From an optimization exercise on the open Yosys and OpenROAD flow, aimed at small area, a short achievable clock period and few clock cycles per item; shortcuts taken in it are not production practice.
RTL that was checked went through simulation tests only; none was proved equivalent to the original.
Power figures rest on the tool's default switching activity, not on a simulated workload.

// tpe_fparse
module tpe_fparse (
    input  wire         clk,
    input  wire         rst,
    input  wire         in_valid,
    input  wire [7:0]   in_data,
    input  wire         in_last,
    output reg          in_ready,
    output reg          out_valid,
    input  wire         out_ready,
    output reg          out_end,
    output wire [7:0]   out_kind,
    output reg          out_success,
    output reg  [31:0]  out_word,
    output wire [15:0]  out_period,
    output reg          out_flag,
    output reg  [103:0] out_temps,
    output reg  [15:0]  out_cursor
);
Settings: LEC_CHECK=0, ABC_CLOCK_PERIOD_IN_PS=2000, CAP_MARGIN=20, CORE_MARGIN=2, CORE_UTILIZATION=40, CTS_CLUSTER_DIAMETER=100, CTS_CLUSTER_SIZE=28, SETUP_SLACK_MARGIN=2.45, SLEW_MARGIN=20; clock period 4.5 ns.
standard.sh (not shown) runs the stock make flow with config.mk's settings and CLKGATE_MAP_FILE= SYNTH_SCRIPT=/design/flow/synth_recipe.tcl, a recipe that flattens the netlist after the stock synthesis.
==> flow/flow/run.sh <==
#!/bin/bash
# The standard layout, with plain buf_1 cells as the port buffers.
set -euo pipefail
export BUFFER_PORTS_ARGS="-buffer_cell sky130_fd_sc_hd__buf_1"
bash standard.sh > standard_flow.log 2>&1
Change:
CORE_UTILIZATION = 55   (was 40)
The changed run finished clean.
Worst setup slack gets worse by 0.080 ns.
Non-clock buffer count rose by 2.
Critical path depth shrinks by 4.
Die area went down by about 27%.
Routed wire length fell by about 0.6%.
Clock power fell by about 17%.
Power drops by about 6%.
Final cell count went down by 6.0%.
Synthesized area does not change.
Register-to-register slack is worse by 0.08 ns.
Sequential cell count stays the same.
No run of this note included a check of the RTL's function; only the layout flow was run.

The RTL this note starts from:
==> flow/design.v <==
module tpe_fparse (
    input  wire         clk,
    input  wire         rst,
    input  wire         in_valid,
    input  wire [7:0]   in_data,
    input  wire         in_last,
    output reg          in_ready,
    output reg          out_valid,
    input  wire         out_ready,
    output reg          out_end,
    output wire [7:0]   out_kind,
    output reg          out_success,
    output reg  [31:0]  out_word,
    output wire [15:0]  out_period,
    output reg          out_flag,
    output reg  [103:0] out_temps,
    output reg  [15:0]  out_cursor
);
    localparam [7:0]  SYNC0       = 8'hCA;
    localparam [7:0]  SYNC1       = 8'hFE;
    localparam [15:0] CRC_POLY    = 16'h1021;
    localparam [15:0] CRC_INIT    = 16'hFFFF;
    function [15:0] crc_byte;
        input [15:0] c_in;
        input [7:0]  b;
        reg   [15:0] c;
        integer      i;
        begin
            c = c_in ^ {b, 8'h00};
            for (i = 0; i < 8; i = i + 1)
                c = c[15] ? ((c << 1) ^ CRC_POLY) : (c << 1);
            crc_byte = c;
        end
    endfunction
    reg  [8:0]  fidx;          
    reg  [8:0]  flen;          
    reg         at_last;       
    reg         stopped;       
    reg  [15:0] crc_rx;
    reg  [15:0] crc;
    reg  [2:0]  kind;
    reg         chk;           
    reg  [3:0]  crcgood;       
    reg         lastp;         
    reg         fresh;         
    reg         end_pending;
    reg         end_zero;      
    reg         zq;            
    assign out_kind   = {5'd0, kind};
    assign out_period = out_temps[15:0];
    wire out_free = !out_valid || out_ready;
    wire take = in_valid && in_ready;
    wire wr = !out_valid;      
    wire type_ok = (in_data[7:3] == 5'd0) && (in_data[2:0] != 3'd0) && (in_data[2:0] != 3'd7);
    reg  hdr_bad;
    always @(*) begin
        case (fidx)
            9'd0:    hdr_bad = (in_data != SYNC0);
            9'd1:    hdr_bad = (in_data != SYNC1);
            9'd4:    hdr_bad = !type_ok;
            default: hdr_bad = 1'b0;
        endcase
    end
    wire f6 = (fidx == 9'd6);
    wire frame_done = f6 ? (in_data == 8'd0) : at_last;
    wire [15:0] crc_next = crc_byte(crc, in_data);
    reg  rec_len_ok;
    always @(*) begin
        case (kind)
            3'd4:    rec_len_ok = (flen >= 9'd24);
            3'd3:    rec_len_ok = (flen >= 9'd13);
            3'd6:    rec_len_ok = (flen != 9'd7);
            default: rec_len_ok = 1'b1;
        endcase
    end
    wire        crc_ok   = chk && (&crcgood);
    wire        rec_b    = crc_ok && rec_len_ok;
    wire [9:0]  csum_lo  = {1'b0, out_cursor[8:0]} + {1'b0, flen};
    wire [6:0]  cur_hi1  = out_cursor[15:9] + 7'd1;
    wire [15:0] csum     = {csum_lo[9] ? cur_hi1 : out_cursor[15:9], csum_lo[8:0]};
    integer k;
    always @(posedge clk) begin
        case (fidx)
            9'd2: crc_rx[7:0]  <= in_data;
            9'd3: crc_rx[15:8] <= in_data;
            9'd4: if (wr) kind        <= in_data[2:0];
            9'd5: if (wr) out_success <= (in_data != 8'd0);
            9'd7: if (wr) out_flag    <= (in_data != 8'd0);
            9'd6: flen <= {1'b0, in_data} + 9'd7;
            default: ;
        endcase
        for (k = 0; k < 4; k = k + 1)
            if (wr && fidx == 9'd7 + k) out_word[8*k +: 8] <= in_data;
        for (k = 0; k < 13; k = k + 1)
            if (wr && fidx == 9'd11 + k) out_temps[8*k +: 8] <= in_data;
        if (fidx < 9'd4)
            crc <= CRC_INIT;
        else if (take)
            crc <= crc_next;
        for (k = 0; k < 4; k = k + 1)
            crcgood[k] <= (crc_next[4*k +: 4] == crc_rx[4*k +: 4]);
    end
    reg s0v, s0e, s1v, s1z, s2v;
    reg cur_zero;
    reg restart;
    always @(posedge clk) begin
        s0v = out_valid;   s0e = out_end;
        s1v = end_pending; s1z = end_zero;
        s2v = zq;
        cur_zero = 1'b0;
        restart = take && (in_last || frame_done);
        if (rst) begin
            fidx        <= 9'd0;
            at_last     <= 1'b0;
            stopped     <= 1'b0;
            chk         <= 1'b0;
            lastp       <= 1'b0;
            fresh       <= 1'b1;
            end_pending <= 1'b0;
            end_zero    <= 1'b0;
            zq          <= 1'b0;
            out_valid   <= 1'b0;
            in_ready    <= 1'b1;
        end else begin
            chk   <= take && frame_done && !stopped;
            lastp <= take && in_last;
            if (restart) begin
                fidx    <= 9'd0;
                at_last <= 1'b0;
            end else if (take) begin
                fidx    <= fidx + 9'd1;
                at_last <= f6 ? (in_data == 8'd1) : (fidx + 9'd2 == flen);
            end
            if (take && in_last)
                stopped <= 1'b0;
            else if ((take && !stopped && hdr_bad) || (chk && !(&crcgood) && !lastp))
                stopped <= 1'b1;
            if (crc_ok)
                fresh <= 1'b0;
            if (lastp)
                fresh <= 1'b1;
            if (fresh && !out_valid && !lastp)
                cur_zero = 1'b1;
            if (out_free) begin
                s0v = s1v;  s0e = 1'b1;
                if (s1v && s1z)
                    cur_zero = 1'b1;
                s1v = s2v;  s1z = 1'b1;
                s2v = 1'b0;
            end
            if (rec_b) begin
                s0v = 1'b1; s0e = 1'b0;
                if (lastp) begin
                    s1v = 1'b1; s1z = 1'b0;
                end
            end else if (lastp) begin
                if (!s0v) begin
                    s0v = 1'b1; s0e = 1'b1;
                    if (fresh) cur_zero = 1'b1;
                end else if (!s1v) begin
                    s1v = 1'b1; s1z = s0e;
                    if (fresh && !s0e) cur_zero = 1'b1;
                end else
                    s2v = 1'b1;
            end
            if (crc_ok)
                out_cursor <= csum;
            else if (cur_zero)
                out_cursor <= 16'd0;
            out_valid   <= s0v;
            out_end     <= s0e;
            end_pending <= s1v;
            end_zero    <= s1z;
            zq          <= s2v;
            in_ready    <= !(take && in_last) && !s2v &&
                           !(s0v && (take ? (!restart && fidx >= 9'd3) : (fidx >= 9'd4)));
        end
    end
endmodule
clock: 4.5 ns
lec_check: 0
abc_clock_period_in_ps: 1500
cap_margin: 20
core_margin: 2
core_utilization: 40
cts_cluster_diameter: 100
cts_cluster_size: 28
setup_slack_margin: 2.3
slew_margin: 20
Scripts as last shown in full above: flow/flow/run.sh
Testbench counts at the start, summed over its fixed seeds: cycles 60,390, bytes 59,167.
==> next run, changes <==
ABC_CLOCK_PERIOD_IN_PS = 2000   (was 1500)
CORE_UTILIZATION = 55   (was 40)
What happened: Global-route usage is higher by 6.5 points. Hold slack loses 42 ps. Synthesized cell count does not change. Via count is higher by 2.3%. Critical path depth is higher by 2. Final cell count is lower by 6.1%.

## run 1
Starts from the design.v that is shown in full above.
Settings: LEC_CHECK=0, ABC_CLOCK_PERIOD_IN_PS=2000, CAP_MARGIN=20, CORE_MARGIN=2, CORE_UTILIZATION=40, CTS_CLUSTER_DIAMETER=100, CTS_CLUSTER_SIZE=28, SETUP_SLACK_MARGIN=2.3, SLEW_MARGIN=20; clock period 4.5 ns.
Scripts as last shown in full above: flow/flow/run.sh
The flow did not stop early for run 1: all stages ran, and the layout cleared the timing, design-rule and antenna checks.
Testbench counts of run 1, summed over its fixed seeds: cycles 60,390, bytes 59,167.
The following lists how run 2 was set up differently from run 1:
Settings: changing ABC_CLOCK_PERIOD_IN_PS from 2000 to 1800; changing SETUP_SLACK_MARGIN from 2.3 to 2.6.
## What came out
Number of stages on the worst setup path: run 2 vs run 1 down 5
A critical path class of flip-flop to flip-flop is what run 1 shows, while flip-flop to output port belongs to run 2.
Compared with run 1, run 2 shows a sum of met2 wire segment lengths after detailed routing that is 4.7% higher.
In run 2 the met1 global-route usage turned out 0.25 points lower than in run 1.
Relative to run 2, the following input files were edited for run 3:
Settings: ABC_CLOCK_PERIOD_IN_PS: 1800 -> 2000; SETUP_SLACK_MARGIN: 2.6 -> 2.45.
Notes after the runs:
- Run 3 has final cell count below what run 2 had.
- Run 2 → run 3: cell area shows a reduction of 5.8%; clock network power share shows no meaningful change.
- Run 3: flow completed, timing, DRC and antenna clean
Input changes introduced in run 4 (baseline for comparison: run 3):
Settings: removing CTS_CLUSTER_DIAMETER (formerly 100); changing SETUP_SLACK_MARGIN from 2.45 to 2.3; removing CTS_CLUSTER_SIZE (formerly 28).
## What came out
Per the comparison of run 4 with run 3, total routed wirelength picked up an extra about 2.2%; utilization after layout lost 0.26 points.
Re critical path arrival: run 3 and run 4 aren't equal, and the higher value belongs to run 4.
Worst slack at placement delta (run 4 − run 3): favourable
Taking run 3 as the reference, in run 4 final HPWL from detailed placement went up by about 2.6%, global-route wire length before repair grew by 3.9%, area fraction of clock buffers and clock inverters went up by 3.1 points.
The following lists how run 5 was set up differently from run 4:
Settings: CTS_CLUSTER_DIAMETER now 100, previously not set; CTS_CLUSTER_SIZE now 28, previously not set; ABC_AREA now 1, previously not set.
## What came out
The run showing the greater share of total power in combinational logic is run 5.
Run 4 → run 5: power density of the placed cells now smaller, half-perimeter wire length after placement now larger, relative contribution of the clock network to total power now smaller, clock input transition at the sequential cells of the worst setup and hold paths now larger.
| final area | run 5 vs run 4 | 0.40% higher |

==> static timing again, ports no longer ideal <==
The flow's constraints put no driver on any port. The routed layouts listed below were extracted and timed again, unchanged, in two steps.
Step 1, drivers: a clkbuf_16 drives clk and a buf_2 each remaining input, both assumed.
Step 2 moves the port delays by t, midway between the first and last clock arrival at a register: inputs arrive t later, outputs are due t later. That takes back most of the time a late clock gives input paths.
Three values: ideal, step 1, step 2; two values: the first two.
run | t (ns) | setup slack, ns | hold slack, ns | latest minus earliest clock arrival (ns) | worst register clock-pin slew, ns
the first run of note 1 | 0.506 | 2.320 / 2.320 / 1.819 | 0.457 / 0.457 / 0.457 | 0.022 / 0.023 | 0.11 / 0.11
the second run of note 1 | 0.501 | 2.239 / 2.239 / 1.864 | 0.433 / 0.433 / 0.433 | 0.025 / 0.024 | 0.11 / 0.11
the first run of note 2 | 0.512 | 2.398 / 2.360 / 1.991 | 0.486 / 0.486 / 0.486 | 0.025 / 0.025 | 0.11 / 0.11
the second run of note 2 | 0.497 | 2.334 / 2.334 / 1.990 | 0.444 / 0.444 / 0.444 | 0.018 / 0.018 | 0.11 / 0.11
run 1 | 0.512 | 2.398 / 2.360 / 1.991 | 0.486 / 0.486 / 0.486 | 0.025 / 0.025 | 0.11 / 0.11
run 2 | 0.518 | 2.444 / 2.400 / 2.126 | 0.465 / 0.465 / 0.465 | 0.031 / 0.031 | 0.12 / 0.12
run 3 | 0.523 | 2.440 / 2.393 / 2.051 | 0.442 / 0.442 / 0.442 | 0.016 / 0.016 | 0.11 / 0.11
run 4 | 0.557 | 2.389 / 2.342 / 1.958 | 0.467 / 0.467 / 0.467 | 0.017 / 0.017 | 0.06 / 0.06
run 5 | 0.518 | 2.320 / 2.320 / 2.001 | 0.444 / 0.444 / 0.444 | 0.023 / 0.023 | 0.11 / 0.11
After both steps every run listed still meets setup and hold. For the first run of note 1, which loses most, drivers alone change the setup slack by 0.000 ns; drivers and shift together by -0.501 ns.
